Context: an optimization exercise on an open-source flow, tuned for small area, a short achievable clock period and few clock cycles. The choices shown serve that exercise and are no tape-out recipe. RTL that was checked went through simulation tests only; none was proved equivalent to the original. No functional check of the RTL was part of run 4. Power figures rest on the tool's default switching activity, not on a simulated workload.

[design/flow/design.v]
module dci_serializer (
    input  wire        clk,
    input  wire        rst,         
    input  wire        cmd_valid,
    output wire        cmd_ready,
    input  wire [31:0] cmd_data,
    input  wire [3:0]  rd_idx,
    output reg  [31:0] rd_data,
    output reg         done
);
    localparam [3:0] C_ILLEGAL = 4'h1, C_RSVD_HDR = 4'h2, C_FINALIZED = 4'h3,
                     C_APP_WIDTH = 4'h4, C_APP_VALUE = 4'h5, C_OVERFLOW = 4'h6,
                     C_FIELD = 4'h7, C_RSVD_VAL = 4'h8, C_NRB = 4'h9,
                     C_FREQ = 4'hA, C_HOPCFG = 4'hB, C_PSIZE = 4'hC;
    localparam [3:0] K_WIDTH = 4'd0, K_NRB = 4'd1, K_HOPCNT = 4'd2, K_HOPFLAG = 4'd3,
                     K_HOPOFF = 4'd4, K_FREQ = 4'd5, K_SMI = 4'd6, K_TBS = 4'd7,
                     K_PSIZE = 4'd8;
    localparam [2:0] B_NONE = 3'd0, B_CLEAR = 3'd1, B_ZEROS = 3'd2, B_APPEND = 3'd3,
                     B_FINAL = 3'd4, B_FIELD = 3'd5, B_COMMIT = 3'd6, B_FAULT = 3'd7;
    reg          halted;
    reg          in_cmd;        
    reg  [7:0]   opc;
    reg  [3:0]   k;             
    reg  [8:0]   nrb;
    reg  [4:0]   fw;
    reg  [1:0]   h;
    reg          hf;
    reg          sulp, sul;
    reg  [1:0]   smi;
    reg          pb;            
    reg          pf;            
    reg  [3:0]   pcause, pfield;
    reg  [2:0]   b_op;
    reg          b_first;       
    reg  [31:0]  R;             
    reg  [7:0]   pos;           
    reg  [2:0]   c_op;          
    reg  [127:0] bank0, bank1;
    reg          acc_ptr, out_ptr;
    reg  [7:0]   acc_len, out_len;
    reg          acc_final, out_valid, fault;
    assign cmd_ready = ~halted;
    wire   accept = cmd_valid & ~halted;
    wire [31:0] v = cmd_data;
    wire       is_pack = opc[4];
    wire [2:0] o       = opc[2:0];
    reg  [3:0] nops;
    always @* begin
        if (!is_pack) nops = (o == 3'd2) ? 4'd2 : 4'd1;    
        else case (o)
            3'd0: nops = 4'd14;
            3'd1: nops = 4'd9;
            3'd2: nops = 4'd13;
            3'd3: nops = 4'd9;
            3'd4: nops = 4'd8;
            3'd5: nops = 4'd7;
            3'd6: nops = 4'd12;
            default: nops = 4'd6;
        endcase
    end
    wire last = (k == nops);
    reg  [7:0] ck;
    always @* begin
        ck = {K_WIDTH, 4'd0};
        case (o)
            3'd0: case (k)
                4'd1:  ck = {K_NRB, 4'd0};
                4'd2:  ck = {K_HOPCNT, 4'd0};
                4'd3:  ck = {K_HOPFLAG, 4'd0};
                4'd4:  ck = {K_HOPOFF, 4'd0};
                4'd5:  ck = {K_FREQ, 4'd0};
                4'd6:  ck = {K_WIDTH, 4'd4};
                4'd7:  ck = {K_WIDTH, 4'd5};
                4'd8:  ck = {K_WIDTH, 4'd1};
                4'd9:  ck = {K_WIDTH, 4'd2};
                4'd10: ck = {K_WIDTH, 4'd4};
                4'd11: ck = {K_WIDTH, 4'd2};
                4'd12: ck = {K_WIDTH, 4'd1};
                4'd13: ck = {K_WIDTH, 4'd1};
                default: ck = {K_PSIZE, 4'd0};
            endcase
            3'd1: case (k)
                4'd1:  ck = {K_NRB, 4'd0};
                4'd2:  ck = {K_HOPFLAG, 4'd0};
                4'd3:  ck = {K_HOPOFF, 4'd0};
                4'd4:  ck = {K_FREQ, 4'd0};
                4'd5:  ck = {K_WIDTH, 4'd4};
                4'd6:  ck = {K_WIDTH, 4'd5};
                4'd7:  ck = {K_WIDTH, 4'd2};
                4'd8:  ck = {K_WIDTH, 4'd2};
                default: ck = {K_PSIZE, 4'd0};
            endcase
            3'd2: case (k)
                4'd1:  ck = {K_NRB, 4'd0};
                4'd2:  ck = {K_FREQ, 4'd0};
                4'd3:  ck = {K_WIDTH, 4'd4};
                4'd4:  ck = {K_WIDTH, 4'd1};
                4'd5:  ck = {K_WIDTH, 4'd5};
                4'd6:  ck = {K_WIDTH, 4'd1};
                4'd7:  ck = {K_WIDTH, 4'd2};
                4'd8:  ck = {K_WIDTH, 4'd4};
                4'd9:  ck = {K_WIDTH, 4'd2};
                4'd10: ck = {K_WIDTH, 4'd2};
                4'd11: ck = {K_WIDTH, 4'd3};
                4'd12: ck = {K_WIDTH, 4'd3};
                default: ck = {K_PSIZE, 4'd0};
            endcase
            3'd3: case (k)
                4'd1:  ck = {K_NRB, 4'd0};
                4'd2:  ck = {K_SMI, 4'd0};
                4'd3:  ck = {K_WIDTH, 4'd8};
                4'd4:  ck = {K_FREQ, 4'd0};
                4'd5:  ck = {K_WIDTH, 4'd4};
                4'd6:  ck = {K_WIDTH, 4'd1};
                4'd7:  ck = {K_WIDTH, 4'd5};
                4'd8:  ck = {K_TBS, 4'd0};
                default: ck = {K_PSIZE, 4'd0};
            endcase
            3'd4: case (k)
                4'd1:  ck = {K_NRB, 4'd0};
                4'd2:  ck = {K_FREQ, 4'd0};
                4'd3:  ck = {K_WIDTH, 4'd4};
                4'd4:  ck = {K_WIDTH, 4'd1};
                4'd5:  ck = {K_WIDTH, 4'd5};
                4'd6:  ck = {K_WIDTH, 4'd2};
                4'd7:  ck = {K_WIDTH, 4'd1};
                default: ck = {K_PSIZE, 4'd0};
            endcase
            3'd5: case (k)
                4'd1:  ck = {K_NRB, 4'd0};
                4'd2:  ck = {K_FREQ, 4'd0};
                4'd3:  ck = {K_WIDTH, 4'd4};
                4'd4:  ck = {K_WIDTH, 4'd1};
                4'd5:  ck = {K_WIDTH, 4'd5};
                4'd6:  ck = {K_TBS, 4'd0};
                default: ck = {K_PSIZE, 4'd0};
            endcase
            3'd6: case (k)
                4'd1:  ck = {K_NRB, 4'd0};
                4'd2:  ck = {K_FREQ, 4'd0};
                4'd3:  ck = {K_WIDTH, 4'd4};
                4'd4:  ck = {K_WIDTH, 4'd1};
                4'd5:  ck = {K_WIDTH, 4'd5};
                4'd6:  ck = {K_WIDTH, 4'd1};
                4'd7:  ck = {K_WIDTH, 4'd2};
                4'd8:  ck = {K_WIDTH, 4'd4};
                4'd9:  ck = {K_WIDTH, 4'd2};
                4'd10: ck = {K_WIDTH, 4'd3};
                4'd11: ck = {K_WIDTH, 4'd3};
                default: ck = {K_PSIZE, 4'd0};
            endcase
            default: case (k)    
                4'd1:  ck = {K_WIDTH, 4'd1};
                4'd2:  ck = {K_WIDTH, 4'd14};
                4'd3:  ck = {K_WIDTH, 4'd4};
                4'd4:  ck = {K_WIDTH, 4'd4};
                4'd5:  ck = {K_WIDTH, 4'd3};
                default: ck = {K_WIDTH, 4'd1};
            endcase
        endcase
    end
    wire [3:0] ck_kind = ck[7:4];
    wire [3:0] ck_w    = ck[3:0];
    function [4:0] fw_of;
        input [8:0] n;
        begin
            if      (n <= 9'd1)   fw_of = 5'd0;
            else if (n <= 9'd2)   fw_of = 5'd2;
            else if (n <= 9'd3)   fw_of = 5'd3;
            else if (n <= 9'd5)   fw_of = 5'd4;
            else if (n <= 9'd7)   fw_of = 5'd5;
            else if (n <= 9'd10)  fw_of = 5'd6;
            else if (n <= 9'd15)  fw_of = 5'd7;
            else if (n <= 9'd22)  fw_of = 5'd8;
            else if (n <= 9'd31)  fw_of = 5'd9;
            else if (n <= 9'd44)  fw_of = 5'd10;
            else if (n <= 9'd63)  fw_of = 5'd11;
            else if (n <= 9'd90)  fw_of = 5'd12;
            else if (n <= 9'd127) fw_of = 5'd13;
            else if (n <= 9'd180) fw_of = 5'd14;
            else if (n <= 9'd255) fw_of = 5'd15;
            else                  fw_of = 5'd16;
        end
    endfunction
    function ge_pow;
        input [31:0] x;
        input [5:0]  w;
        integer j;
        begin
            ge_pow = 1'b0;
            for (j = 0; j < 32; j = j + 1)
                if (j >= w && x[j]) ge_pow = 1'b1;
        end
    endfunction
    wire [4:0] fw_free = fw - {3'd0, h};
    wire tc1 = (nrb[0] & nrb[1]) ^ nrb[2] ^ nrb[1];
    wire tc2 = ((nrb[0] & nrb[1]) & nrb[2]) | ((nrb[0] & nrb[1]) & nrb[1]) | (nrb[2] & nrb[1]);
    wire tc3 = (nrb[1] & nrb[2]) ^ (nrb[0] & nrb[3]) ^ nrb[4];
    wire tc4 = ((nrb[1] & nrb[2]) & (nrb[0] & nrb[3])) | ((nrb[1] & nrb[2]) & nrb[4]) | ((nrb[0] & nrb[3]) & nrb[4]);
    wire tc5 = (nrb[1] & nrb[3]) ^ (nrb[0] & nrb[4]) ^ nrb[5];
    wire tc6 = ((nrb[1] & nrb[3]) & (nrb[0] & nrb[4])) | ((nrb[1] & nrb[3]) & nrb[5]) | ((nrb[0] & nrb[4]) & nrb[5]);
    wire tc7 = (nrb[2] & nrb[3]) ^ (nrb[1] & nrb[4]) ^ (nrb[0] & nrb[5]);
    wire tc8 = ((nrb[2] & nrb[3]) & (nrb[1] & nrb[4])) | ((nrb[2] & nrb[3]) & (nrb[0] & nrb[5])) | ((nrb[1] & nrb[4]) & (nrb[0] & nrb[5]));
    wire tc9 = (nrb[2] & nrb[4]) ^ (nrb[1] & nrb[5]) ^ (nrb[0] & nrb[6]);
    wire tc10 = ((nrb[2] & nrb[4]) & (nrb[1] & nrb[5])) | ((nrb[2] & nrb[4]) & (nrb[0] & nrb[6])) | ((nrb[1] & nrb[5]) & (nrb[0] & nrb[6]));
    wire tc11 = (nrb[3] & nrb[4]) ^ (nrb[2] & nrb[5]) ^ (nrb[1] & nrb[6]);
    wire tc12 = ((nrb[3] & nrb[4]) & (nrb[2] & nrb[5])) | ((nrb[3] & nrb[4]) & (nrb[1] & nrb[6])) | ((nrb[2] & nrb[5]) & (nrb[1] & nrb[6]));
    wire tc13 = (nrb[0] & nrb[7]) ^ nrb[8] ^ nrb[4];
    wire tc14 = ((nrb[0] & nrb[7]) & nrb[8]) | ((nrb[0] & nrb[7]) & nrb[4]) | (nrb[8] & nrb[4]);
    wire tc15 = (nrb[3] & nrb[5]) ^ (nrb[2] & nrb[6]) ^ (nrb[1] & nrb[7]);
    wire tc16 = ((nrb[3] & nrb[5]) & (nrb[2] & nrb[6])) | ((nrb[3] & nrb[5]) & (nrb[1] & nrb[7])) | ((nrb[2] & nrb[6]) & (nrb[1] & nrb[7]));
    wire tc17 = (nrb[4] & nrb[5]) ^ (nrb[3] & nrb[6]) ^ (nrb[2] & nrb[7]);
    wire tc18 = ((nrb[4] & nrb[5]) & (nrb[3] & nrb[6])) | ((nrb[4] & nrb[5]) & (nrb[2] & nrb[7])) | ((nrb[3] & nrb[6]) & (nrb[2] & nrb[7]));
    wire tc19 = (nrb[4] & nrb[6]) ^ (nrb[3] & nrb[7]) ^ (nrb[2] & nrb[8]);
    wire tc20 = ((nrb[4] & nrb[6]) & (nrb[3] & nrb[7])) | ((nrb[4] & nrb[6]) & (nrb[2] & nrb[8])) | ((nrb[3] & nrb[7]) & (nrb[2] & nrb[8]));
    wire tc21 = (nrb[5] & nrb[6]) ^ (nrb[4] & nrb[7]) ^ (nrb[3] & nrb[8]);
    wire tc22 = ((nrb[5] & nrb[6]) & (nrb[4] & nrb[7])) | ((nrb[5] & nrb[6]) & (nrb[3] & nrb[8])) | ((nrb[4] & nrb[7]) & (nrb[3] & nrb[8]));
    wire tc23 = (nrb[0] & nrb[2]) ^ nrb[3] ^ tc2;
    wire tc24 = ((nrb[0] & nrb[2]) & nrb[3]) | ((nrb[0] & nrb[2]) & tc2) | (nrb[3] & tc2);
    wire tc25 = nrb[6] ^ nrb[3] ^ tc7;
    wire tc26 = (nrb[6] & nrb[3]) | (nrb[6] & tc7) | (nrb[3] & tc7);
    wire tc27 = nrb[7] ^ tc9 ^ tc8;
    wire tc28 = (nrb[7] & tc9) | (nrb[7] & tc8) | (tc9 & tc8);
    wire tc29 = tc13 ^ tc11 ^ tc10;
    wire tc30 = (tc13 & tc11) | (tc13 & tc10) | (tc11 & tc10);
    wire tc31 = (nrb[0] & nrb[8]) ^ tc15 ^ tc14;
    wire tc32 = ((nrb[0] & nrb[8]) & tc15) | ((nrb[0] & nrb[8]) & tc14) | (tc15 & tc14);
    wire tc33 = (nrb[1] & nrb[8]) ^ nrb[5] ^ tc17;
    wire tc34 = ((nrb[1] & nrb[8]) & nrb[5]) | ((nrb[1] & nrb[8]) & tc17) | (nrb[5] & tc17);
    wire tc35 = nrb[6] ^ tc21 ^ tc20;
    wire tc36 = (nrb[6] & tc21) | (nrb[6] & tc20) | (tc21 & tc20);
    wire tc37 = (nrb[5] & nrb[7]) ^ (nrb[4] & nrb[8]) ^ tc22;
    wire tc38 = ((nrb[5] & nrb[7]) & (nrb[4] & nrb[8])) | ((nrb[5] & nrb[7]) & tc22) | ((nrb[4] & nrb[8]) & tc22);
    wire tc39 = nrb[2] ^ tc3 ^ tc24;
    wire tc40 = (nrb[2] & tc3) | (nrb[2] & tc24) | (tc3 & tc24);
    wire tc41 = tc12 ^ tc31 ^ tc30;
    wire tc42 = (tc12 & tc31) | (tc12 & tc30) | (tc31 & tc30);
    wire tc43 = tc16 ^ tc33 ^ tc32;
    wire tc44 = (tc16 & tc33) | (tc16 & tc32) | (tc33 & tc32);
    wire tc45 = tc19 ^ tc18 ^ tc34;
    wire tc46 = (tc19 & tc18) | (tc19 & tc34) | (tc18 & tc34);
    wire tc47 = (nrb[6] & nrb[7]) ^ nrb[7] ^ tc38;
    wire tc48 = ((nrb[6] & nrb[7]) & nrb[7]) | ((nrb[6] & nrb[7]) & tc38) | (nrb[7] & tc38);
    wire tc49 = tc5 ^ tc4 ^ tc40;
    wire tc50 = (tc5 & tc4) | (tc5 & tc40) | (tc4 & tc40);
    wire tc51 = tc6 ^ tc25 ^ tc50;
    wire tc52 = (tc6 & tc25) | (tc6 & tc50) | (tc25 & tc50);
    wire tc53 = tc27 ^ tc26 ^ tc52;
    wire tc54 = (tc27 & tc26) | (tc27 & tc52) | (tc26 & tc52);
    wire tc55 = tc29 ^ tc28 ^ tc54;
    wire tc56 = (tc29 & tc28) | (tc29 & tc54) | (tc28 & tc54);
    wire [15:0] tr0 = {nrb[8], tc48, tc47, tc36, tc46, tc44, tc42, tc56, tc55, tc53, tc51, tc49, tc39, tc23, tc1, nrb[0]};
    wire [15:0] tr1 = {1'b0, 1'b0, 1'b0, tc37, tc35, tc45, tc43, tc41, 1'b0, 1'b0, 1'b0, 1'b0, 1'b0, 1'b0, 1'b0, nrb[1]};
    wire [15:0] t_rb = tr0 + tr1;
    reg  [7:0] nat;
    always @* begin
        case (o)
            3'd0:    nat = 8'd20 + {3'd0, fw} + {7'd0, sulp};
            3'd1:    nat = 8'd15 + {3'd0, fw};
            3'd6:    nat = 8'd26 + {3'd0, fw};
            default: nat = 8'd28 + {3'd0, fw};
        endcase
    end
    reg  [5:0] wlim;
    always @* begin
        case (ck_kind)
            K_WIDTH:   wlim = {2'd0, ck_w};
            K_NRB:     wlim = 6'd9;
            K_HOPCNT:  wlim = 6'd3;
            K_HOPFLAG: wlim = 6'd1;
            K_HOPOFF:  wlim = {4'd0, h};
            K_FREQ:    wlim = hf ? {1'b0, fw_free} : 6'd16;
            K_SMI, K_TBS: wlim = 6'd2;
            default:   wlim = 6'd8;    
        endcase
    end
    wire       big = ge_pow(v, wlim);
    reg        ck_fail;
    reg  [3:0] ck_cause;
    always @* begin
        ck_fail  = big;
        ck_cause = C_FIELD;
        case (ck_kind)
            K_NRB: begin
                ck_cause = C_NRB;
                ck_fail  = big || (v[8:0] == 9'd0) || (v[8:0] > 9'd275);
            end
            K_HOPCNT: begin
                ck_cause = C_RSVD_VAL;
                ck_fail  = big || (v[2:0] != 3'd0 && v[2:0] != 3'd2 && v[2:0] != 3'd4);
            end
            K_HOPFLAG: begin
                if (!big && v[0] && (h == 2'd0 || fw < {3'd0, h})) begin
                    ck_fail  = 1'b1;
                    ck_cause = C_HOPCFG;
                end
            end
            K_FREQ: begin
                ck_cause = C_FREQ;
                ck_fail  = big || (v[15:0] >= t_rb);
            end
            K_SMI: begin
                if (!big && v[1:0] == 2'd0) begin
                    ck_fail  = 1'b1;
                    ck_cause = C_RSVD_VAL;
                end
            end
            K_TBS: begin
                if (!big && v[1:0] == 2'd3) begin
                    ck_fail  = 1'b1;
                    ck_cause = C_RSVD_VAL;
                end
            end
            K_PSIZE: begin
                ck_cause = C_PSIZE;
                ck_fail  = big || (v[7:0] > 8'd128) || (v[7:0] < nat);
            end
            default: ;
        endcase
    end
    reg  [4:0]  ew;
    reg  [31:0] ev;
    reg         eskip;     
    always @* begin
        ew = 5'd0;
        ev = 32'd0;
        eskip = 1'b0;
        case (o)
            3'd0, 3'd1: begin    
                case ((o == 3'd1 && k != 4'd1) ? k + 4'd1 : k)
                    4'd1:  begin ew = 5'd1; ev = 32'd0; end
                    4'd4:  begin ew = hf ? {3'd0, h} : 5'd0; ev = hf ? v : 32'd0; end
                    4'd5:  begin ew = hf ? fw_free : fw; ev = v; end
                    4'd6:  begin ew = 5'd4; ev = v; end    
                    4'd7:  begin ew = 5'd6; ev = {v[31:6], v[5] | hf, v[4:0]}; end    
                    4'd8:  if (o == 3'd0) begin ew = 5'd1; ev = v; end
                           else begin ew = 5'd2; ev = v; end    
                    4'd9:  begin ew = 5'd2; ev = v; end
                    4'd10: begin ew = 5'd4; ev = v; end
                    4'd11: begin ew = 5'd2; ev = v; end
                    default: ;
                endcase
            end
            3'd3: case (k)    
                4'd2:  begin ew = 5'd2;  ev = v; end
                4'd3:  begin ew = 5'd8;  ev = v; eskip = ~smi[1]; end
                4'd4:  begin ew = fw;    ev = v; eskip = ~smi[0]; end
                4'd5:  begin ew = 5'd4;  ev = v; eskip = ~smi[0]; end
                4'd6:  begin ew = 5'd1;  ev = v; eskip = ~smi[0]; end
                4'd7:  begin ew = 5'd5;  ev = v; eskip = ~smi[0]; end
                4'd8:  begin ew = 5'd2;  ev = v; eskip = ~smi[0]; end
                default: ;
            endcase
            3'd7: begin ew = {1'b0, ck_w}; ev = v; end    
            default: begin    
                if (k == 4'd1) begin
                    ew = (o == 3'd2 || o == 3'd6) ? 5'd1 : 5'd0;
                    ev = (o == 3'd2 || o == 3'd6) ? 32'd1 : 32'd0;
                end else if (k == 4'd2) begin
                    ew = fw; ev = v;
                end else if (!last) begin
                    ew = (ck_kind == K_TBS) ? 5'd2 : {1'b0, ck_w}; ev = v;
                end
            end
        endcase
    end
    wire       c_fin     = (c_op == B_FINAL || c_op == B_COMMIT);
    wire       fin_c     = c_fin ? 1'b1 : (c_op == B_CLEAR) ? 1'b0 : acc_final;
    wire       final_fwd = (b_op == B_FINAL || b_op == B_COMMIT) ? 1'b1 :
                           (b_op == B_CLEAR) ? 1'b0 : fin_c;
    wire [7:0] len_c     = (c_op == B_ZEROS || c_op == B_APPEND || c_op == B_COMMIT) ? pos :
                           (c_op == B_CLEAR) ? 8'd0 : acc_len;
    wire       ptr_c     = (c_op == B_CLEAR) ? ~out_ptr : (c_op == B_COMMIT) ? pb : acc_ptr;
    wire       w_big     = (v[31:6] != 26'd0) || (v[5] && v[4:0] != 5'd0);
    wire [8:0] acc_end   = {1'b0, len_c} + {1'b0, v[7:0]};
    wire [7:0] pk_end = ((k == 4'd1) ? 8'd0 : pos) + {3'd0, ew};
    always @(posedge clk) begin
        if (rst) begin
            halted <= 1'b0;
            in_cmd <= 1'b0;
            b_op   <= B_NONE;
            c_op   <= B_NONE;
        end else begin
            c_op    <= b_op;
            b_op    <= B_NONE;
            b_first <= 1'b0;
            if (accept) begin
                if (!in_cmd) begin
                    opc  <= v[7:0];
                    k    <= 4'd1;
                    pf   <= 1'b0;
                    hf   <= 1'b0;
                    sulp <= 1'b0;
                    pfield <= 4'd0;
                    if (v[31:8] != 24'd0) begin
                        pf <= 1'b1; pcause <= C_RSVD_HDR;
                        b_op <= B_FAULT; halted <= 1'b1;
                    end else case (v[7:0])
                        8'h01: b_op <= B_CLEAR;
                        8'h02, 8'h03, 8'h10, 8'h11, 8'h12, 8'h13,
                        8'h14, 8'h15, 8'h16, 8'h17: in_cmd <= 1'b1;
                        8'h04: if (final_fwd) begin
                                   pf <= 1'b1; pcause <= C_FINALIZED;
                                   b_op <= B_FAULT; halted <= 1'b1;
                               end else
                                   b_op <= B_FINAL;
                        default: begin
                            pf <= 1'b1; pcause <= C_ILLEGAL;
                            b_op <= B_FAULT; halted <= 1'b1;
                        end
                    endcase
                end else if (!is_pack) begin
                    k <= k + 4'd1;
                    if (o == 3'd3) begin    
                        in_cmd <= 1'b0;
                        pos    <= acc_end[7:0];
                        if (fin_c) begin
                            pf <= 1'b1; pcause <= C_FINALIZED; pfield <= 4'd0;
                            b_op <= B_FAULT; halted <= 1'b1;
                        end else if (v[31:8] != 24'd0 || acc_end > 9'd128) begin
                            pf <= 1'b1; pcause <= C_OVERFLOW; pfield <= 4'd1;
                            b_op <= B_FAULT; halted <= 1'b1;
                        end else
                            b_op <= B_ZEROS;
                    end else if (k == 4'd1) begin    
                        R <= v;
                    end else begin                   
                        in_cmd <= 1'b0;
                        pos    <= acc_end[7:0];
                        if (acc_final) begin
                            pf <= 1'b1; pcause <= C_FINALIZED; pfield <= 4'd0;
                            b_op <= B_FAULT; halted <= 1'b1;
                        end else if (w_big) begin
                            pf <= 1'b1; pcause <= C_APP_WIDTH; pfield <= 4'd2;
                            b_op <= B_FAULT; halted <= 1'b1;
                        end else if (ge_pow(R, v[5:0])) begin
                            pf <= 1'b1; pcause <= C_APP_VALUE; pfield <= 4'd1;
                            b_op <= B_FAULT; halted <= 1'b1;
                        end else if (acc_end > 9'd128) begin
                            pf <= 1'b1; pcause <= C_OVERFLOW; pfield <= 4'd2;
                            b_op <= B_FAULT; halted <= 1'b1;
                        end else
                            b_op <= B_APPEND;
                    end
                end else begin
                    k <= k + 4'd1;
                    if (!pf && ck_fail) begin
                        pf     <= 1'b1;
                        pcause <= ck_cause;
                        pfield <= k;
                    end
                    if (k == 4'd1) begin
                        pb  <= ~ptr_c;
                        nrb <= v[8:0];
                        fw  <= fw_of(v[8:0]);
                        h   <= (v[8:0] < 9'd50) ? 2'd1 : 2'd2;    
                    end
                    if (o == 3'd0 && k == 4'd2)
                        h <= (v == 32'd4) ? 2'd2 : (v == 32'd2) ? 2'd1 : 2'd0;
                    if ((o == 3'd0 && k == 4'd3) || (o == 3'd1 && k == 4'd2))
                        hf <= v[0];
                    if (o == 3'd0 && k == 4'd12) sulp <= v[0];
                    if (o == 3'd0 && k == 4'd13) sul  <= v[0];
                    if (o == 3'd3 && k == 4'd2)  smi  <= v[1:0];
                    if (last) begin
                        in_cmd <= 1'b0;
                        if (pf || ck_fail) begin
                            b_op <= B_FAULT; halted <= 1'b1;
                        end else
                            b_op <= B_COMMIT;
                        if (o == 3'd7) begin    
                            R   <= v;
                            pos <= pk_end;
                        end else begin
                            R   <= {31'd0, (o == 3'd0) & sulp & sul};
                            pos <= v[7:0];
                        end
                    end else begin
                        b_op    <= eskip ? B_NONE : B_FIELD;
                        b_first <= (k == 4'd1);
                        R       <= ev;
                        pos     <= pk_end;
                    end
                end
            end
        end
    end
    wire         c_hi = (c_op == B_APPEND);
    wire [15:0]  wv   = c_hi ? R[31:16] : R[15:0];
    wire [6:0]   b_s  = {(c_hi ? 3'd1 : 3'd0), 4'd0} - pos[6:0];
    wire [127:0] sh   = {112'd0, wv} << b_s;
    reg  k0, k1, w0, w1;
    always @* begin
        k0 = 1'b1; k1 = 1'b1; w0 = 1'b0; w1 = 1'b0;
        if (rst) begin
            k0 = 1'b0; k1 = 1'b0;
        end else if (c_op == B_CLEAR) begin
            if (out_ptr) k0 = 1'b0; else k1 = 1'b0;
        end else if (c_op == B_APPEND || b_op == B_APPEND) begin
            if (acc_ptr) w1 = 1'b1; else w0 = 1'b1;
        end else if (b_op == B_FIELD || b_op == B_COMMIT) begin
            if (pb) begin w1 = 1'b1; k1 = ~b_first; end
            else    begin w0 = 1'b1; k0 = ~b_first; end
        end
    end
    always @(posedge clk) begin
        bank0 <= (bank0 & {128{k0}}) | (sh & {128{w0}});
        bank1 <= (bank1 & {128{k1}}) | (sh & {128{w1}});
    end
    always @(posedge clk) begin
        if (rst) begin
            acc_ptr   <= 1'b0;
            out_ptr   <= 1'b0;
            acc_len   <= 8'd0;
            acc_final <= 1'b0;
            out_valid <= 1'b0;
            fault     <= 1'b0;
            done      <= 1'b0;
        end else begin
            done <= (c_op != B_NONE) && (c_op != B_FIELD);
            case (c_op)
                B_CLEAR: begin
                    acc_ptr   <= ~out_ptr;
                    acc_len   <= 8'd0;
                    acc_final <= 1'b0;
                end
                B_ZEROS, B_APPEND: acc_len <= pos;
                B_FINAL: begin
                    out_ptr   <= acc_ptr;
                    out_len   <= acc_len;
                    out_valid <= 1'b1;
                    acc_final <= 1'b1;
                end
                B_COMMIT: begin
                    acc_ptr   <= pb;
                    out_ptr   <= pb;
                    acc_len   <= pos;
                    out_len   <= pos;
                    out_valid <= 1'b1;
                    acc_final <= 1'b1;
                end
                B_FAULT: begin
                    fault     <= 1'b1;
                    out_valid <= 1'b0;
                end
                default: ;
            endcase
        end
    end
    wire [3:0]  rd_dec = 4'b0001 << rd_idx[1:0];
    reg  [31:0] rd_w0, rd_w1, rd_ws;
    integer     rj;
    always @* begin
        rd_w0 = 32'd0;
        rd_w1 = 32'd0;
        for (rj = 0; rj < 4; rj = rj + 1) begin
            rd_w0 = rd_w0 | ({32{rd_dec[rj]}} & bank0[127 - 32 * rj -: 32]);
            rd_w1 = rd_w1 | ({32{rd_dec[rj]}} & bank1[127 - 32 * rj -: 32]);
        end
        rd_ws = ({32{rd_dec[0]}} & {29'd0, out_valid, acc_final, fault}) |
                ({32{rd_dec[1] & fault}} & {12'd0, pfield, opc, 4'd0, pcause}) |
                ({32{rd_dec[2]}} & {24'd0, acc_len}) |
                ({32{rd_dec[3]}} & {24'd0, out_len});
    end
    wire        rd_s0 = rd_idx[3] ? (~rd_idx[2] & ~out_ptr) : (rd_idx[2] & ~acc_ptr);
    wire        rd_s1 = rd_idx[3] ? (~rd_idx[2] &  out_ptr) : (rd_idx[2] &  acc_ptr);
    wire        rd_ss = ~rd_idx[3] & ~rd_idx[2];
    always @* rd_data = ({32{rd_s0}} & rd_w0) | ({32{rd_s1}} & rd_w1) | ({32{rd_ss}} & rd_ws);
endmodule
[design/flow/flow/run.sh]
#!/bin/bash
# The standard layout, with repair_timing asked for 7.0 ns of setup slack and
# sky130_fd_sc_hd__buf_2 as the port buffer (every port still gets one).
# The clock, its period and the I/O constraints are the standard flow's, unchanged.
set -euo pipefail
bash standard.sh SETUP_SLACK_MARGIN=7.0 "BUFFER_PORTS_ARGS=-buffer_cell sky130_fd_sc_hd__buf_2" finish > make_finish.log 2>&1
[design/flow/standard.sh]
#!/bin/bash
# synth_recipe.tcl (not shown) runs the flow's synth.tcl, then flattens the netlist and writes it again
# the make line also repeats each setting of config.mk as NAME=value (left out here)
make -C /OpenROAD-flow-scripts/flow DESIGN_CONFIG=/design/flow/config.mk WORK_HOME=/design/flow/orfs CLKGATE_MAP_FILE= SYNTH_SCRIPT=/design/flow/synth_recipe.tcl "${@:-finish}"
[design/flow/config.mk]
export PLATFORM = sky130hd
export DESIGN_NAME = dci_serializer
export DESIGN_NICKNAME = dci_serializer
export VERILOG_FILES = /design/flow/design.v
export SDC_FILE = /design/flow/constraint.sdc
export NUM_CORES = 4
export LEC_CHECK = 0
export CAP_MARGIN = 20
export CORE_MARGIN = 2
export CORE_UTILIZATION = 60
export CTS_CLUSTER_DIAMETER = 60
export CTS_CLUSTER_SIZE = 25
export PLACE_DENSITY = 0.7
export SLEW_MARGIN = 20
[design/flow/constraint.sdc]
create_clock -name core_clock -period 14.0 [get_ports {clk}]
set_input_delay 2.8000 -clock core_clock [delete_from_list [all_inputs] [get_ports {clk}]]
set_output_delay 2.8000 -clock core_clock [all_outputs]
set_load 0.01 [all_outputs]
==> summary.md, run 1 <==
| Metric | Value |
|---|---|
| Switching pwr | 0.671 mW |
| Global route overflow | 0 |
| PD cells | 102 mW/mm^2 |
| Relative slew slack | 16.3% |
| Sequential share of the synthesized area | 39.3% |
| Largest net degree at the start of global routing | 90 |
| Final worst-path cycle share | 50.5% |
| Fmax | 141 MHz |
| Core ar. | 0.0374 sq mm |
| CTS H-Tree Depth | 2 |
| CP max FO | 8 |
| Layout area overhead | 11.5% |
| Max Cap Viol | 0 |
| Part of the power in registers | 46.7% |
| Minimum clock period after layout | 7.07 ns |
| Max clock buf depth | 3 |
| Synth area leader | dfxtp_1 |
| Data required, critical path | 11.20 ns |
| Worst EP arrival | 4.27 ns |
| Post-synthesis area per instance | 9.38 sq um |
| Mapped cell area | 0.0226 sq mm |
| Switch share | 26.1% |
| Slew Limit Fails | 0 |
| Logic pwr share | 9.8% |
| Most common cell after layout, fill and taps aside | dfxtp_1 |
| Max Clock Skew | 0.0529 ns |
| Setup tns final | 0 ns |
| Clock buffer count from CTS | 34 |
| Status | timing/DRC/antenna clean |
| Internal power | 1.90 mW |
| Wire per inst | 25.0 um |
| Via count | 20000 |
| Clock latency (worst-skew pair) | 0.59 ns |
| Worst setup EP type | output pin |
| Detailed-route DRC error count | 0 |
| Final-report hold violation count | 0 |
| YS warnings | 1 |
| Worst-path clk slew | 0.09 ns |
| Port Buf Inserts | 72 |
| Total wire length | 74.2 mm |
| Core Rows | 71 |
| Hold Path Class | reg -> reg |
| Number of global-route vias before repair | 19100 |
| Root Buffer | clkbuf_16 |
| Vias per cell | 6.75 |
| Count of cell types in the netlist | 92 |
| Clock Sink Count | 399 |
| # fillers | 3005 |
| Gr usage total | 37.6% |
| Leakage | 9.75 nW |
| Ys flop type | dfxtp_1 |
| Async SR Flop Fraction | 0% |
| Worst reg2reg setup slack | 7.33 ns |
| Worst setup SP type | input port |
| RSZ-0062 raised after global routing | yes |
| Synth Register Bits | 399 |
| Synth Net Count | 2548 |
| Io pins | 73 |
| Dominant cells by area after synthesis | dfxtp_1 (27%), edfxtp_1 (12%), a22o_1 (6.7%) |
| HPWL after DPL | 50.9 mm |
| GPL Wtd Cong | 0.985 |
| WS Path Type | in -> out |
| Initial antenna violation count | 0 |
| TritonCTS clock tree | built |
| Worst ir drop on vdd | 0.108 mV |
| Most frequent cells in the layout | dfxtp_1 (307), nand2_1 (287), o21ai_0 (188) |
| Post-synth EDFFs | 92 |
| DRT iter0 DRCs | 2184 |
| Layout cell share with drive strength beyond 1 | 13.4% |
| Pre-Repair DR Iteration Count | 8 |
| Nets | 2562 |
| Die W | 198 um |
| ANT cells | 0 |
| Yosys top cell area share | 27.1% |
| Initial Util | 60.5% |
| Proportion of power drawn by the clock network | 43.6% |
| Die height | 198 um |
| Worst-Margin Slew | 1.25 ns |
| Final Core Density | 67.5% |
| Hold-fix buffers, CTS | 0 |
| Post-DRT Antenna Nets | 0 |
| First-pass GRT wire length | 112 mm |
| Final Setup Violations | 0 |
| Cells after synthesis | 2415 |
| Die area | 0.0393 sq mm |
==> Yosys cell counts (12+ instances only) <==
library cell and count:
dfxtp_1 307, nand2_1 287, o21ai_0 190, a22o_1 174, nor2_1 171, clkbuf_1 120, a21oi_1 115, edfxtp_1 92
inv_1 88, mux2i_1 79, and2_1 65, ha_1 65, mux4_2 64, nor3_1 47, a22oi_1 40, o22ai_1 39
nand3_1 37, xnor2_1 32, fa_1 29, nor2b_1 21, a31oi_1 20, buf_1 16, xor2_1 16, a21o_1 15
and3_1 15, nand2b_1 14, or2_2 13, a211oi_1 12, a32o_1 12, buf_2 12
==> worst max-delay path: stages <==
cell and delay (ns):
buf_16 0.13, buf_16 0.15, mux4_2 0.51, a22oi_2 0.41
nand2_1 0.10, buf_2 0.16
==> cell type report <==
class	count	area (sq um)	share of cell area, %
repair buffers	134	1110	4.42
multi-input cells	1770	12900	51.2
inverters	90	338	1.34
clock buffers	39	955	3.78
clock inverters	23	363	1.44
well taps	511	639	2.53
flip-flops and latches	399	8910	35.3
==> through the flow <==
step	setup WS, ns	total power, mW	std cells	hold slack, ns	instance area (sq um)
floorplan	6.96	1.38	2415	0.420	22700
global placement	5.64	1.45	2878	0.430	23300
detailed placement	5.61	1.45	2878	0.438	23300
CTS	6.96	2.57	2957	0.460	25200
global route	6.93	2.63	2966	0.484	25200
finish	6.93	2.57	2966	0.458	25200
==> timing repair <==
| item | 4_1_cts | 5_1_grt |
|---|---|---|
| resized for setup | 46 | 3 |
| cloned | 7 | 0 |
| buffers inserted | 10 | 8 |
| pin swaps | 9 | 3 |
| setup endpoints to repair | 32 | 26 |
==> power by group through the flow <==
stage | logic (mW) | registers, mW | clock network, mW
6_report | 0.251 | 1.20 | 1.12
5_1_grt | 0.268 | 1.20 | 1.17
4_1_cts | 0.245 | 1.20 | 1.12
3_5_place_dp | 0.226 | 1.23 | 0
3_3_place_gp | 0.224 | 1.22 | 0
2_1_floorplan | 0.157 | 1.22 | 0
==> sequential cells by signal, indices dropped and copies added (netlist names), 2 cells and up, named ones only <==
signal   flops
bank0      128
smi          2
acc_len      8
nrb          9
pos          8
opc          8
b_op         3
out_len      8
fw           5
h            2
bank1      128
pcause       4
c_op         3
pfield       4
R           32
k            4
==> path summary, 6_finish.rpt <==
kind                                        start                end  depth (start not counted)
worst max-delay path                    rd_idx[0]        rd_data[17]                          6
worst min-delay path            bank0[14]$_DFF_P_  bank0[14]$_DFF_P_                          2
worst max register to register   nrb[2]$_DFFE_PP_   pf$_SDFFCE_PP1P_                         29
worst min register to register  bank0[14]$_DFF_P_  bank0[14]$_DFF_P_                          2
==> routing by layer <==
layer	routed length, um	track usage [%]	vias to the layer above
met5	0	0	-
met4	4690	21.6	0
met3	6000	6.44	287
met2	34800	60.9	1072
met1	28700	47.5	9684
li1	-	-	8972
==> cell families (layout without fill, tap and decap cells) <==
kind of cell | count (synthesis) | after routing | synth area share, %
compound gates | 745 | 745 | 22.8
xor+xnor | 48 | 48 | 1.86
fa+ha+maj | 95 | 95 | 6.20
buf+inv | 246 | 286 | 4.33
flops | 399 | 399 | 39.3
mux | 155 | 155 | 10.5
simple gates | 727 | 727 | 15.0
Testbench counts, summed over its fixed seeds: cycles 15,879.
==> run 2: changes to the inputs <==
==> design/flow/flow/run.sh (replaced) <==
#!/bin/bash
# The standard layout, with repair_timing asked for 6.9 ns of setup slack and
# sky130_fd_sc_hd__buf_2 as the port buffer (every port still gets one).
# The clock, its period and the I/O constraints are the standard flow's, unchanged.
set -euo pipefail
bash standard.sh SETUP_SLACK_MARGIN=6.9 "BUFFER_PORTS_ARGS=-buffer_cell sky130_fd_sc_hd__buf_2" finish > make_finish.log 2>&1
--- a/design/flow/config.mk
+++ b/design/flow/config.mk
@@ -9,6 +9,6 @@
 export CORE_MARGIN = 2
-export CORE_UTILIZATION = 60
-export CTS_CLUSTER_DIAMETER = 60
-export CTS_CLUSTER_SIZE = 25
-export PLACE_DENSITY = 0.7
+export CORE_UTILIZATION = 45
+export CTS_CLUSTER_DIAMETER = 90
+export CTS_CLUSTER_SIZE = 30
+export PLACE_DENSITY = 0.6
 export SLEW_MARGIN = 20
==> run 2 against run 1 <==
  * Highest routed layer unchanged
  * Total power decreased by 11%
  * Hold slack improved by 0.0046 ns
  * Critical endpoint is now rd_data[18]
  * Sequential share of layout area increased by 0.40 points
  * Maximum frequency increased by 0.19%
  * Critical path type unchanged
  * First-iteration DRC count decreased by 9.3%
  * Critical path depth unchanged
==> summary.md, run 2 <==
| Metric | Value |
|---|---|
| Dominant cells by area after synthesis | dfxtp_1 (27%), edfxtp_1 (12%), a22o_1 (6.7%) |
| Max Cap Viol | 0 (unchanged) |
| HPWL after DPL | 52.8 mm (+3.8%) |
| Status | timing/DRC/antenna clean |
| Sequential share of the synthesized area | 39.3% (unchanged) |
| Count of cell types in the netlist | 92 (unchanged) |
| Detailed-route DRC error count | 0 (unchanged) |
| Most frequent cells in the layout | dfxtp_1 (307), nand2_1 (287), o21ai_0 (189) |
| Most frequent cell after synthesis | dfxtp_1 |
| Layout area overhead | 10.2% |
| Ys flop type | dfxtp_1 |
| Clock Sink Count | 399 (unchanged) |
| Mapped cell area | 0.0226 sq mm (unchanged) |
| Post-synth EDFFs | 92 (unchanged) |
| Final worst-path cycle share | 50.4% (-0.095 points) |
| Total wire length | 75.5 mm (+1.8%) |
| Commonest cells post-synth | dfxtp_1 (307), nand2_1 (287), o21ai_0 (190) |
| Cells after synthesis | 2415 (unchanged) |
| Synth Register Bits | 399 (unchanged) |
| Sequential Area | 0.00891 sq mm (unchanged) |
| Relative slew slack | 25.9% (+9.6 points) |
| Die W | 228 um (+15%) |
| CP max FO | 5 (-3) |
| Vias per cell | 6.34 (-6.1%) |
| Die height | 228 um (+15%) |
| Slowest-stage cell, CP | mux4_2 |
| Core Rows | 82 (+15%) |
| Most frequent CP cell | buf_16 |
| Via count | 19700 (-1.5%) |
| Yosys top cell area share | 27.1% (unchanged) |
| Final hold slack | 0.463 ns (+0.00458 ns) |
| Hold Path Class | reg -> reg |
| Die area | 0.0521 sq mm (+33%) |
| CP bufs+invs | 3 (unchanged) |
| YS warnings | 1 (unchanged) |
| Nets | 2554 (-0.31%) |
| # fillers | 4781 (+59%) |
| Number of global-route vias before repair | 19100 (+0.43%) |
| Top delay family on crit path | multiplexers |
| Synth Net Count | 2548 (unchanged) |
| Minimum clock period after layout | 7.06 ns (-0.0133 ns) |
| Worst-path clk slew | 0.10 ns (about the same) |
| Slew Limit Fails | 0 (unchanged) |
| Worst ir drop on vdd | 0.0628 mV (-42%) |
| Core ar. | 0.0499 sq mm (+33%) |
| Async SR Flop Fraction | 0% (unchanged) |
| RSZ-0062 raised after global routing | no |
| Post-DRT Antenna Nets | 0 (unchanged) |
| Synth area leader | dfxtp_1 |
| Clock buffer count from CTS | 23 (-32%) |
| Worst setup SP type | input port |
| Biggest regs | bank0 x128, bank1 x128, R x32 |
| Initial antenna violation count | 0 (unchanged) |
| WS Path Type | in -> out |
| Max clock buf depth | 3 (unchanged) |
| Largest net degree at the start of global routing | 101 (+12%) |
| DRT iter0 DRCs | 1981 (-9.3%) |
| First-pass GRT wire length | 116 mm (+3.5%) |
| GPL Wtd Cong | 0.952 (-3.3%) |
| Worst setup EP type | output pin |
| Worst EP arrival | 4.26 ns (about the same) |
| Final-report hold violation count | 0 (unchanged) |
| Root Buffer | clkbuf_16 |
| Setup tns final | 0 ns (unchanged) |
| Leakage | 9.53 nW (-2.3%) |
| Most common cell after layout, fill and taps aside | dfxtp_1 |
| Hold-fix buffers, CTS | 0 (unchanged) |
| Final Setup Violations | 0 (unchanged) |
| PD cells | 92.0 mW/mm^2 (-9.6%) |
| Fmax | 142 MHz (+0.19%) |
| Slowest cell delay on critical path | 0.51 ns (about the same) |
| Initial Util | 45.4% (-15 points) |
| Pre-Repair DR Iteration Count | 5 (-3) |
| Worst-Margin Slew | 1.11 ns (-0.140 ns) |
| Gr usage total | 28.3% (-9.3 points) |
| CTS H-Tree Depth | 1 (-1) |
| Data required, critical path | 11.20 ns (about the same) |
| Global route overflow | 0 (unchanged) |
| TritonCTS clock tree | built |
| Multi-input logic area | 0.0129 sq mm (-0.40%) |
| Port Buf Inserts | 72 (unchanged) |
| Io pins | 73 (unchanged) |
| Wire per inst | 24.3 um (-3.0%) |
| Layout cell share with drive strength beyond 1 | 12.4% (-0.93 points) |
| Max Clock Skew | 0.0322 ns (-0.0207 ns) |
| Clock latency (worst-skew pair) | 0.59 ns (about the same) |
| Post-synthesis area per instance | 9.38 sq um (unchanged) |
| Crit path cell chain | buf_16 > buf_16 > mux4_2 > a22oi_2 > nand2_1 > buf_2 |
-- run 2: cell counts after synthesis --
No cell type changed its count.
-- run 2: cell families after synthesis --
| kind of cell | count (synthesis) | synth area share [%] |
|---|---|---|
| and+or+nand+nor | 727 | 15.0 |
| DFF | 399 | 39.3 |
| buffers and inverters | 246 | 4.33 |
| xor gates and xnor gates | 48 | 1.86 |
| muxes | 155 | 10.5 |
| adders and majority gates | 95 | 6.20 |
| AOI/OAI and AO/OA | 745 | 22.8 |
-- run 2: final cells by class --
class                      count  share of cell area (%)
timing repair buffer         137                    4.44
sequential                   399                    35.7
tap                          672                    3.37
multi-input combinational   1770                    51.6
clock buffer                  27                    2.49
clock inverter                15                    1.07
antenna                        1                  0.0100
inverter                      90                    1.35
-- run 2: timing repair --
| action | CTS | global route |
|---|---|---|
| setup endpoints to repair | 32 | 23 |
| gates resized for setup | 25 | 5 |
| pin swaps | 5 | 3 |
| setup buffers | 2 | 16 |
| gates cloned | 5 | 2 |
-- run 2: report_power, final --
| part | switching (mW) | internal [mW] |
|---|---|---|
| sequential | 0.00915 | 1.19 |
| combinational | 0.163 | 0.0851 |
| clock | 0.474 | 0.374 |
-- run 2: metrics by stage --
| step | total power [mW] | utilization, % | instance area [sq um] | worst slack (ns) | instances |
|---|---|---|---|---|---|
| 2_1_floorplan | 1.38 | - | 22700 | 6.88 | 2415 |
| 3_3_place_gp | 1.45 | 47.3 | 23600 | 5.62 | 3041 |
| 3_5_place_dp | 1.45 | 47.3 | 23600 | 5.56 | 3042 |
| 4_1_cts | 2.30 | 49.6 | 24700 | 6.82 | 3091 |
| 5_1_grt | 2.37 | 50.1 | 25000 | 6.89 | 3110 |
| 6_report | 2.30 | 50.1 | 25000 | 6.94 | 3111 |
-- run 2: worst paths after layout --
path,end,slack [ns],startpoint,depth (start not counted)
worst max-delay path,rd_data[18],6.94,rd_idx[0],6
worst min-delay path,bank1[87]$_DFF_P_,0.46,bank1[87]$_DFF_P_,2
worst max register to register,pfield[3]$_SDFFCE_PN0P_,7.35,nrb[1]$_DFFE_PP_,31
worst min register to register,bank1[87]$_DFF_P_,0.46,bank1[87]$_DFF_P_,2
-- run 2: worst register-to-register path: cells and delay by family, from the launching register on --
| kind | cells | cell delay, ns |
|---|---|---|
| buffers and inverters | 6 | 0.41 |
| adders and majority gates | 9 | 2.63 |
| DFF | 1 | 0.46 |
| and+or+nand+nor | 7 | 1.01 |
| AOI/OAI and AO/OA | 9 | 1.88 |
-- run 2: metal layers --
metal	global-route usage, %	vias up	wire, um
met5	0	-	0
met2	47.8	875	35900
met3	3.21	159	5300
met1	38.1	9741	31800
met4	8.93	0	2500
li1	-	8942	-
==> run 3: changes to the inputs <==
==> design/flow/flow/run.sh (replaced) <==
#!/bin/bash
# The standard layout, with repair_timing asked for 7.1 ns of setup slack and
# sky130_fd_sc_hd__buf_2 as the port buffer (every port still gets one).
# The clock, its period and the I/O constraints are the standard flow's, unchanged.
set -euo pipefail
bash standard.sh SETUP_SLACK_MARGIN=7.1 "BUFFER_PORTS_ARGS=-buffer_cell sky130_fd_sc_hd__buf_2" finish > make_finish.log 2>&1
--- a/design/flow/config.mk
+++ b/design/flow/config.mk
@@ -9,6 +9,6 @@
 export CORE_MARGIN = 2
-export CORE_UTILIZATION = 45
+export CORE_UTILIZATION = 52
 export CTS_CLUSTER_DIAMETER = 90
 export CTS_CLUSTER_SIZE = 30
-export PLACE_DENSITY = 0.6
+export PLACE_DENSITY = 0.65
 export SLEW_MARGIN = 20
==> run 3 against run 2 <==
  * Maximum frequency grew 1.6%
  * Combinational power grew 4%
  * Via count shrank 0.47%
  * Sequential power is essentially flat
  * Wire length shrank 1.9%
  * Still clean
  * Die area shrank 13%
==> summary.md, run 3 <==
| Metric | Value |
|---|---|
| Status | timing/DRC/antenna clean |
| Post-synthesis area per instance | 9.38 sq um (unchanged) |
| ANT cells | 0 (-1) |
| Die area | 0.0452 sq mm (-13%) |
| Top delay family on crit path | buffers and inverters |
| Initial antenna violation count | 0 (unchanged) |
| CTS H-Tree Depth | 1 (unchanged) |
| CP max FO | 6 (+1) |
| Number of global-route vias before repair | 18600 (-2.8%) |
| Via count | 19600 (-0.47%) |
| Largest net degree at the start of global routing | 101 (unchanged) |
| Mapped cell area | 0.0226 sq mm (unchanged) |
| Max clock buf depth | 3 (unchanged) |
| Yosys top cell area share | 27.1% (unchanged) |
| Reg2reg start | nrb[4]$_DFFE_PP_ |
| Commonest cells post-synth | dfxtp_1 (307), nand2_1 (287), o21ai_0 (190) |
| Reg-to-Reg End | pf$_SDFFCE_PP1P_ |
| Worst-path clk slew | 0.11 ns (about the same) |
| First-pass GRT wire length | 113 mm (-3.0%) |
| Worst setup SP type | input port |
| TritonCTS clock tree | built |
| Async SR Flop Fraction | 0% (unchanged) |
| CP bufs+invs | 4 (+1) |
| Fin area | 0.0250 sq mm (+0.17%) |
| Synth area leader | dfxtp_1 |
| Crit path cell chain | buf_16 > buf_4 > buf_16 > mux4_2 > a22oi_2 > nand2_1 > buf_2 |
| Total Power | 2.24 mW (-2.5%) |
| Worst setup EP type | output pin |
| Post-route insts no fill | 3021 (-2.9%) |
| Die height | 213 um (-6.9%) |
| DRT iter0 DRCs | 2030 (+2.5%) |
| Gr usage total | 32.4% (+4.1 points) |
| Setup tns final | 0 ns (unchanged) |
| Slowest-stage cell, CP | mux4_2 |
| Pre-Repair DR Iteration Count | 10 (+5) |
| Final-report hold violation count | 0 (unchanged) |
| Biggest regs | bank0 x128, bank1 x128, R x32 |
| Io pins | 73 (unchanged) |
| Slowest cell delay on critical path | 0.51 ns (about the same) |
| Most frequent cell after synthesis | dfxtp_1 |
| Initial Util | 52.7% (+7.3 points) |
| Slew Limit Fails | 0 (unchanged) |
| Wire per inst | 24.5 um (+1.0%) |
| Clock latency (worst-skew pair) | 0.58 ns (about the same) |
| Final Setup Violations | 0 (unchanged) |
| Most frequent cells in the layout | dfxtp_1 (307), nand2_1 (287), o21ai_0 (184) |
| Worst EP arrival | 4.15 ns (-0.11 ns) |
| CP endpoint | rd_data[11] |
| Clock buffer count from CTS | 22 (-4.3%) |
| Vias per cell | 6.50 (+2.5%) |
| Layout area overhead | 10.4% |
| Nets | 2555 (+0.039%) |
| WP depth | 7 (+1) |
| Synth Register Bits | 399 (unchanged) |
| Sequential share of the synthesized area | 39.3% (unchanged) |
| Worst-Margin Slew | 1.27 ns (+0.158 ns) |
| Layout cell share with drive strength beyond 1 | 13.1% (+0.63 points) |
| PD cells | 89.5 mW/mm^2 (-2.7%) |
| Worst reg2reg setup slack | 7.45 ns (+0.10 ns) |
| HPWL after DPL | 51.7 mm (-2.0%) |
| Worst ir drop on vdd | 0.0765 mV (+22%) |
| Cells after synthesis | 2415 (unchanged) |
| Most common cell after layout, fill and taps aside | dfxtp_1 |
| Global route overflow | 0 (unchanged) |
| Placed cell areas | 0.0235 sq mm (-0.51%) |
| Die W | 213 um (-6.9%) |
| Post-synth EDFFs | 92 (unchanged) |
| Most frequent CP cell | buf_16 |
| YS warnings | 1 (unchanged) |
| Synth Net Count | 2548 (unchanged) |
| Count of cell types in the netlist | 92 (unchanged) |
| Max Clock Skew | 0.0483 ns (+0.0162 ns) |
| Port Buf Inserts | 72 (unchanged) |
| Dominant cells by area after synthesis | dfxtp_1 (27%), edfxtp_1 (12%), a22o_1 (6.7%) |
| Minimum clock period after layout | 6.95 ns (-0.113 ns) |
| Max Cap Viol | 0 (unchanged) |
| Fmax | 144 MHz (+1.6%) |
| WS Path Type | in -> out |
| Core Rows | 76 (-7.3%) |
| Detailed-route DRC error count | 0 (unchanged) |
| Root Buffer | clkbuf_16 |
| Relative slew slack | 14.5% (-11 points) |
| GPL Wtd Cong | 0.975 (+2.3%) |
| RSZ-0062 raised after global routing | yes |
| Ys flop type | dfxtp_1 |
| Post-DRT Antenna Nets | 0 (unchanged) |
| Total wire length | 74.1 mm (-1.9%) |
| Data required, critical path | 11.20 ns (about the same) |
| Worst Setup SP | rd_idx[0] |
| Leakage | 9.55 nW (+0.21%) |
| Final hold slack | 0.459 ns (-0.00353 ns) |
| Clock Sink Count | 399 (unchanged) |
| Reg2reg path depth | 30 (-3.2%) |
| Hold Path Class | reg -> reg |
| # fillers | 3810 (-20%) |
| Final worst-path cycle share | 49.6% (-0.81 points) |
| Sequential Area | 0.00891 sq mm (unchanged) |
| Placed Cells incl. Taps | 2953 (-2.9%) |
| Core ar. | 0.0430 sq mm (-14%) |
| Multi-input logic area | 0.0130 sq mm (+0.71%) |
## run 3: cell counts after synthesis
No cell type changed its count.
## run 3: logic make-up (layout without fill, tap and decap cells)
| logic type | count (synthesis) | in the layout | share of synthesized area [%] |
|---|---|---|---|
| compound gates | 745 | 745 | 22.8 |
| xor+xnor | 48 | 48 | 1.86 |
| fa+ha+maj | 95 | 95 | 6.20 |
| buf+inv | 246 | 267 | 4.33 |
| flops | 399 | 399 | 39.3 |
| mux | 155 | 155 | 10.5 |
| simple gates | 727 | 727 | 15.0 |
## run 3: layout make-up
class                      instances  area share [%]
multi-input combinational       1770            51.9
inverter                          90            1.35
tap                              585            2.93
clock buffer                      26            2.35
sequential                       399            35.6
timing repair buffer             139            5.06
clock inverter                    12           0.816
## run 3: worst min path at each step
| stage | from | slack, ns | end | cells after the start |
|---|---|---|---|---|
| after CTS | bank1[58]$_DFF_P_ | 0.46 | bank1[58]$_DFF_P_ | 2 |
| final | bank1[58]$_DFF_P_ | 0.46 | bank1[58]$_DFF_P_ | 2 |
| after floorplan | bank0[36]$_DFF_P_ | 0.42 | bank0[36]$_DFF_P_ | 2 |
| after global placement | bank1[58]$_DFF_P_ | 0.43 | bank1[58]$_DFF_P_ | 2 |
| after detailed placement | bank1[58]$_DFF_P_ | 0.44 | bank1[58]$_DFF_P_ | 2 |
| after global routing | bank1[21]$_DFF_P_ | 0.49 | bank1[21]$_DFF_P_ | 2 |
## run 3: report_power, final
part           switching, mW  internal, mW  leakage [nW]  total, mW
clock                  0.447         0.332         0.378      0.780
combinational          0.167        0.0914          5.87      0.258
sequential            0.0103          1.19          3.30       1.20
total                  0.624          1.61          9.55       2.24
## run 3: routing by layer
layer,share of wire [%],GRT usage (%)
met1,41,43.3
met2,47,53.5
met3,7.6,4.15
met4,4.3,13.0
met5,0,0
## run 3: worst register-to-register path: cells and delay by family, from the launching register on
kind                       cells  cell delay, ns
AOI/OAI and AO/OA              9            1.82
adders and majority gates      8            2.39
buffers and inverters          6            0.57
DFF                            1            0.51
and+or+nand+nor                7            1.01
## run 3: repair_timing
| item | 4_1_cts | 5_1_grt |
|---|---|---|
| gates cloned | 9 | 2 |
| setup buffers | 10 | 8 |
| endpoints found under the setup margin | 37 | 41 |
| hold buffers | 0 | 0 |
| pin swaps | 10 | 17 |
| hold endpoints to repair | 0 | 0 |
| resized for setup | 44 | 20 |
## run 3: per-stage QoR
step,setup WS (ns),utilization [%]
after global placement,5.95,54.5
after global routing,7.02,58.2
final,7.05,58.2
after floorplan,7.08,-
after detailed placement,5.93,54.6
after CTS,7.06,57.7
==> run 4: changes to the inputs <==
--- a/design/flow/design.v
+++ b/design/flow/design.v
@@ -549,21 +549,18 @@
     end
-    wire [3:0]  rd_dec = 4'b0001 << rd_idx[1:0];
-    reg  [31:0] rd_w0, rd_w1, rd_ws;
-    integer     rj;
+    wire       rd_acc = (rd_idx[3:2] == 2'd1);
+    wire       rd_out = (rd_idx[3:2] == 2'd2);
+    wire       rd_b1  = (rd_acc & acc_ptr) | (rd_out & out_ptr);
+    wire       rd_b0  = (rd_acc & ~acc_ptr) | (rd_out & ~out_ptr);
+    wire [3:0] rd_w   = 4'b0001 << rd_idx[1:0];
+    wire [3:0] rd_s   = (rd_idx[3:2] == 2'd0) ? rd_w : 4'd0;
+    integer    rj;
     always @* begin
-        rd_w0 = 32'd0;
-        rd_w1 = 32'd0;
-        for (rj = 0; rj < 4; rj = rj + 1) begin
-            rd_w0 = rd_w0 | ({32{rd_dec[rj]}} & bank0[127 - 32 * rj -: 32]);
-            rd_w1 = rd_w1 | ({32{rd_dec[rj]}} & bank1[127 - 32 * rj -: 32]);
-        end
-        rd_ws = ({32{rd_dec[0]}} & {29'd0, out_valid, acc_final, fault}) |
-                ({32{rd_dec[1] & fault}} & {12'd0, pfield, opc, 4'd0, pcause}) |
-                ({32{rd_dec[2]}} & {24'd0, acc_len}) |
-                ({32{rd_dec[3]}} & {24'd0, out_len});
+        rd_data = ({32{rd_s[0]}} & {29'd0, out_valid, acc_final, fault}) |
+                  ({32{rd_s[1] & fault}} & {12'd0, pfield, opc, 4'd0, pcause}) |
+                  ({32{rd_s[2]}} & {24'd0, acc_len}) |
+                  ({32{rd_s[3]}} & {24'd0, out_len});
+        for (rj = 0; rj < 4; rj = rj + 1)
+            rd_data = rd_data | ({32{rd_b0 & rd_w[rj]}} & bank0[127 - 32 * rj -: 32]) |
+                                ({32{rd_b1 & rd_w[rj]}} & bank1[127 - 32 * rj -: 32]);
     end
-    wire        rd_s0 = rd_idx[3] ? (~rd_idx[2] & ~out_ptr) : (rd_idx[2] & ~acc_ptr);
-    wire        rd_s1 = rd_idx[3] ? (~rd_idx[2] &  out_ptr) : (rd_idx[2] &  acc_ptr);
-    wire        rd_ss = ~rd_idx[3] & ~rd_idx[2];
-    always @* rd_data = ({32{rd_s0}} & rd_w0) | ({32{rd_s1}} & rd_w1) | ({32{rd_ss}} & rd_ws);
 endmodule
==> design/flow/flow/run.sh (replaced) <==
#!/bin/bash
# The standard layout, with repair_timing asked for 6.5 ns of setup slack and
# sky130_fd_sc_hd__buf_2 as the port buffer (every port still gets one).
# The clock, its period and the I/O constraints are the standard flow's, unchanged.
set -euo pipefail
bash standard.sh SETUP_SLACK_MARGIN=6.5 "BUFFER_PORTS_ARGS=-buffer_cell sky130_fd_sc_hd__buf_2" finish > make_finish.log 2>&1
--- a/design/flow/config.mk
+++ b/design/flow/config.mk
@@ -9,6 +9,6 @@
 export CORE_MARGIN = 2
-export CORE_UTILIZATION = 52
+export CORE_UTILIZATION = 30
 export CTS_CLUSTER_DIAMETER = 90
 export CTS_CLUSTER_SIZE = 30
-export PLACE_DENSITY = 0.65
+export PLACE_DENSITY = 0.45
 export SLEW_MARGIN = 20
==> run 4 against run 3 <==
  * Maximum frequency fell by 6.3%
  * Synthesized area fell by 1.9%
  * Clock skew rose by 0.0049 ns
  * Global-route usage fell by 11 points
  * Synthesized cell count rose by 2.4%
  * Worst setup slack got worse by 0.46 ns
  * Final cell count rose by 14%
  * Largest power group unchanged
  * Highest routed layer is now met5
==> summary.md, run 4 <==
| Metric | Value |
|---|---|
| Status | timing/DRC/antenna clean |
| Worst-Margin Slew | 1.19 ns (-0.0783 ns) |
| Proportion of power drawn by the clock network | 39.2% (+4.4 points) |
| Data required, critical path | 11.20 ns (about the same) |
| WS Path Type | in -> out |
| GRT Max-Usage Layer | met2 |
| Post-synthesis area per instance | 8.98 sq um (-4.2%) |
| Biggest regs | bank0 x128, bank1 x128, R x32 |
| Async SR Flop Fraction | 0% (unchanged) |
| Setup WS post-layout | 6.59 ns (-0.464 ns) |
| DRT iter0 DRCs | 2043 (+0.64%) |
| Worst ir drop on vdd | 0.0866 mV (+13%) |
| Nets | 2597 (+1.6%) |
| Most common cell after layout, fill and taps aside | dfxtp_1 |
| Relative slew slack | 19.8% (+5.3 points) |
| Global route overflow | 0 (unchanged) |
| Met1 global-route usage | 30.0% (-13 points) |
| Final worst-path cycle share | 52.9% (+3.3 points) |
| Synth area leader | dfxtp_1 |
| Die W | 276 um (+30%) |
| Number of global-route vias before repair | 19600 (+5.4%) |
| Clock buffer count from CTS | 26 (+18%) |
| Via count | 20000 (+1.7%) |
| Clock latency (worst-skew pair) | 0.62 ns (+0.04 ns) |
| Final Setup Violations | 0 (unchanged) |
| Worst-path clk slew | 0.09 ns (-0.02 ns) |
| Port Buf Inserts | 72 (unchanged) |
| Initial antenna violation count | 2 (+2) |
| Most frequent CP cell | buf_2 |
| Slew Limit Fails | 0 (unchanged) |
| Root Buffer | clkbuf_16 |
| Initial Util | 30.4% (-22 points) |
| Switching pwr | 0.672 mW (+7.6%) |
| Vias per cell | 5.80 (-11%) |
| Max clock buf depth | 3 (unchanged) |
| Worst setup EP type | output pin |
| Core Rows | 99 (+30%) |
| Hold Path Class | reg -> reg |
| Ys flop type | dfxtp_1 |
| Largest net degree at the start of global routing | 85 (-16%) |
| Count of cell types in the netlist | 90 (-2.2%) |
| Worst setup SP type | input port |
| Setup tns final | 0 ns (unchanged) |
| Placed cell areas | 0.0236 sq mm (+0.55%) |
| Sequential share of the synthesized area | 40.1% (+0.76 points) |
| GPL Wtd Cong | 0.914 (-6.2%) |
| Crit path cell chain | buf_2 > inv_1 > nor3_1 > a31oi_4 > nor2_2 > buf_4 > a221o_1 > buf_2 |
| Post-route insts no fill | 3440 (+14%) |
| Clock Sink Count | 399 (unchanged) |
| Part of the power in registers | 51.1% (-2.5 points) |
| Die area | 0.0762 sq mm (+69%) |
| RSZ-0062 raised after global routing | no |
| Met2 GRT Util | 35.4% (-18 points) |
| Layout cell share with drive strength beyond 1 | 9.43% (-3.6 points) |
| Total Power | 2.35 mW (+4.8%) |
| Met3 Usage GRT | 2.52% (-1.6 points) |
| YS warnings | 1 (unchanged) |
| Layout area overhead | 11.3% |
| Die height | 276 um (+30%) |
| Top delay family on crit path | buffers and inverters |
| Max Clock Skew | 0.0533 ns (+0.00492 ns) |
| HPWL after DPL | 59.6 mm (+15%) |
| Minimum clock period after layout | 7.41 ns (+0.464 ns) |
| CP max FO | 31 (+25) |
| Detailed-route DRC error count | 0 (unchanged) |
| Dominant cells by area after synthesis | dfxtp_1 (28%), edfxtp_1 (12%), a22o_1 (7.6%) |
| CP bufs+invs | 4 (unchanged) |
| Fmax | 135 MHz (-6.3%) |
| Setup WS pre-CTS | 6.12 ns (+0.190 ns) |
| Total wire length | 85.7 mm (+16%) |
| Core ar. | 0.0731 sq mm (+70%) |
| First-pass GRT wire length | 128 mm (+14%) |
| Synth Net Count | 2606 (+2.3%) |
| Fin area | 0.0247 sq mm (-1.1%) |
| Internal power | 1.67 mW (+3.7%) |
| Post-synth EDFFs | 92 (unchanged) |
| Mapped cell area | 0.0222 sq mm (-1.9%) |
| Slowest-stage cell, CP | buf_4 |
| Most frequent cell after synthesis | dfxtp_1 |
| Switch share | 28.6% (+0.74 points) |
| Pre-Repair DR Iteration Count | 19 (+9) |
| TritonCTS clock tree | built |
| Max Cap Viol | 0 (unchanged) |
| Yosys top cell area share | 27.7% (+0.52 points) |
| Leakage | 9.36 nW (-1.9%) |
| Gr usage total | 21.6% (-11 points) |
| Worst EP arrival | 4.61 ns (+0.46 ns) |
| Wire per inst | 24.9 um (+1.6%) |
| ANT cells | 0 (unchanged) |
| Commonest cells post-synth | dfxtp_1 (307), nand2_1 (260), a22o_1 (192) |
| Slowest cell delay on critical path | 0.45 ns (-0.06 ns) |
| Synth Register Bits | 399 (unchanged) |
| Most frequent cells in the layout | dfxtp_1 (307), nand2_1 (260), a22o_1 (192) |
| Final-report hold violation count | 0 (unchanged) |
| CTS H-Tree Depth | 1 (unchanged) |
| Hold-fix buffers, CTS | 0 (unchanged) |
| Placed Cells incl. Taps | 3386 (+15%) |
| Logic pwr share | 9.7% (-1.8 points) |
| Io pins | 73 (unchanged) |
| Cells after synthesis | 2473 (+2.4%) |
| Post-DRT Antenna Nets | 0 (unchanged) |
| PD cells | 94.9 mW/mm^2 (+6.0%) |
-- run 4: changes by cell type in the layout (fill, tap and decap cells not counted), moves of 16 or more --
cell      change
nand4_1      +16
a22o_1       +18
a221oi_1     +17
nand3_1      +18
a22oi_1      +52
mux4_2       -61
nand2_1      -27
-- run 4: layout make-up --
type	count	area [sq um]
fill	7564	48400
inverter	83	312
multi-input combinational	1826	12500
timing repair buffer	128	805
clock buffer	28	701
tap	959	1200
sequential	399	8910
clock inverter	17	293
-- run 4: power by group through the flow --
stage	clock network [mW]	registers, mW	logic (mW)
floorplan	0	1.22	0.142
global placement	0	1.23	0.221
detailed placement	0	1.23	0.221
CTS	0.940	1.20	0.224
global route	0.973	1.20	0.247
finish	0.919	1.20	0.228
-- run 4: worst paths after layout --
check	startpoint	to	slack [ns]	depth (start not counted)
worst min register to register	bank0[0]$_DFF_P_	bank0[0]$_DFF_P_	0.46	2
worst max-delay path	rd_idx[2]	rd_data[15]	6.59	8
worst max register to register	nrb[4]$_DFFE_PP_	pcause[3]$_SDFFCE_PN0P_	7.21	29
worst min-delay path	bank0[0]$_DFF_P_	bank0[0]$_DFF_P_	0.46	2
-- run 4: metrics by stage --
step                      hold WS, ns  util, %
after floorplan                 0.420        -
after global placement          0.435     32.3
after detailed placement        0.441     32.3
after CTS                       0.468     33.7
after global routing            0.493     33.8
final                           0.464     33.8
-- run 4: tightest hold or removal path, stage by stage, from the launching register on --
cell	delay (ns)
dfxtp_1	0.34
nand2_1	0.04
o21ai_0	0.06
-- run 4: logic make-up after synthesis --
| kind of cell | synth area share (%) |
|---|---|
| multiplexers | 4.70 |
| XOR/XNOR | 2.01 |
| AND/OR/NAND/NOR | 16.1 |
| buffers and inverters | 4.33 |
| flip-flops | 40.1 |
| AO/OA/AOI/OAI | 26.3 |
| adder cells (fa/ha/maj) | 6.41 |
-- run 4: per-layer routing --
layer  routed length, um  vias up
li1                    -     9189
met1               39000     9842
met2               39200      762
met3                4740      160
met4                2760        2
met5                  13        -
-- run 4: what timing repair did --
item | CTS | global route
pin swaps | 1 | 1
endpoints found under the setup margin | 25 | 21
resized for setup | 9 | 8
buffers inserted | 3 | 6

-- afterwards: timing with drivers on the ports --
The results above use ideal ports. As a check the final layouts listed here were re-extracted and re-timed, cells and wires unchanged. Step 1 assumes that a clkbuf_16 drives the clock port and a buf_2 every other input. Step 2 also shifts input and output timing later by t, the mid clock arrival at the registers, as if the neighbouring blocks saw the same clock. Three values: ideal ports, drivers, drivers and shift; two values: the first two.
run | t, ns | setup slack, ns | worst hold slack (ns) | latest minus earliest clock arrival (ns)
run 1 | 0.617 | 6.928 / 6.760 / 6.760 | 0.458 / 0.458 / 0.458 | 0.054 / 0.053
run 2 | 0.634 | 6.941 / 6.745 / 6.745 | 0.463 / 0.463 / 0.463 | 0.033 / 0.032
run 3 | 0.621 | 7.054 / 6.905 / 6.905 | 0.459 / 0.459 / 0.459 | 0.048 / 0.049
run 4 | 0.653 | 6.590 / 6.530 / 6.530 | 0.464 / 0.464 / 0.464 | 0.055 / 0.055
After both steps every run listed still meets setup and hold. The setup slack of run 2, which loses most, moves by -0.196 ns with the drivers and by -0.196 ns with both steps.
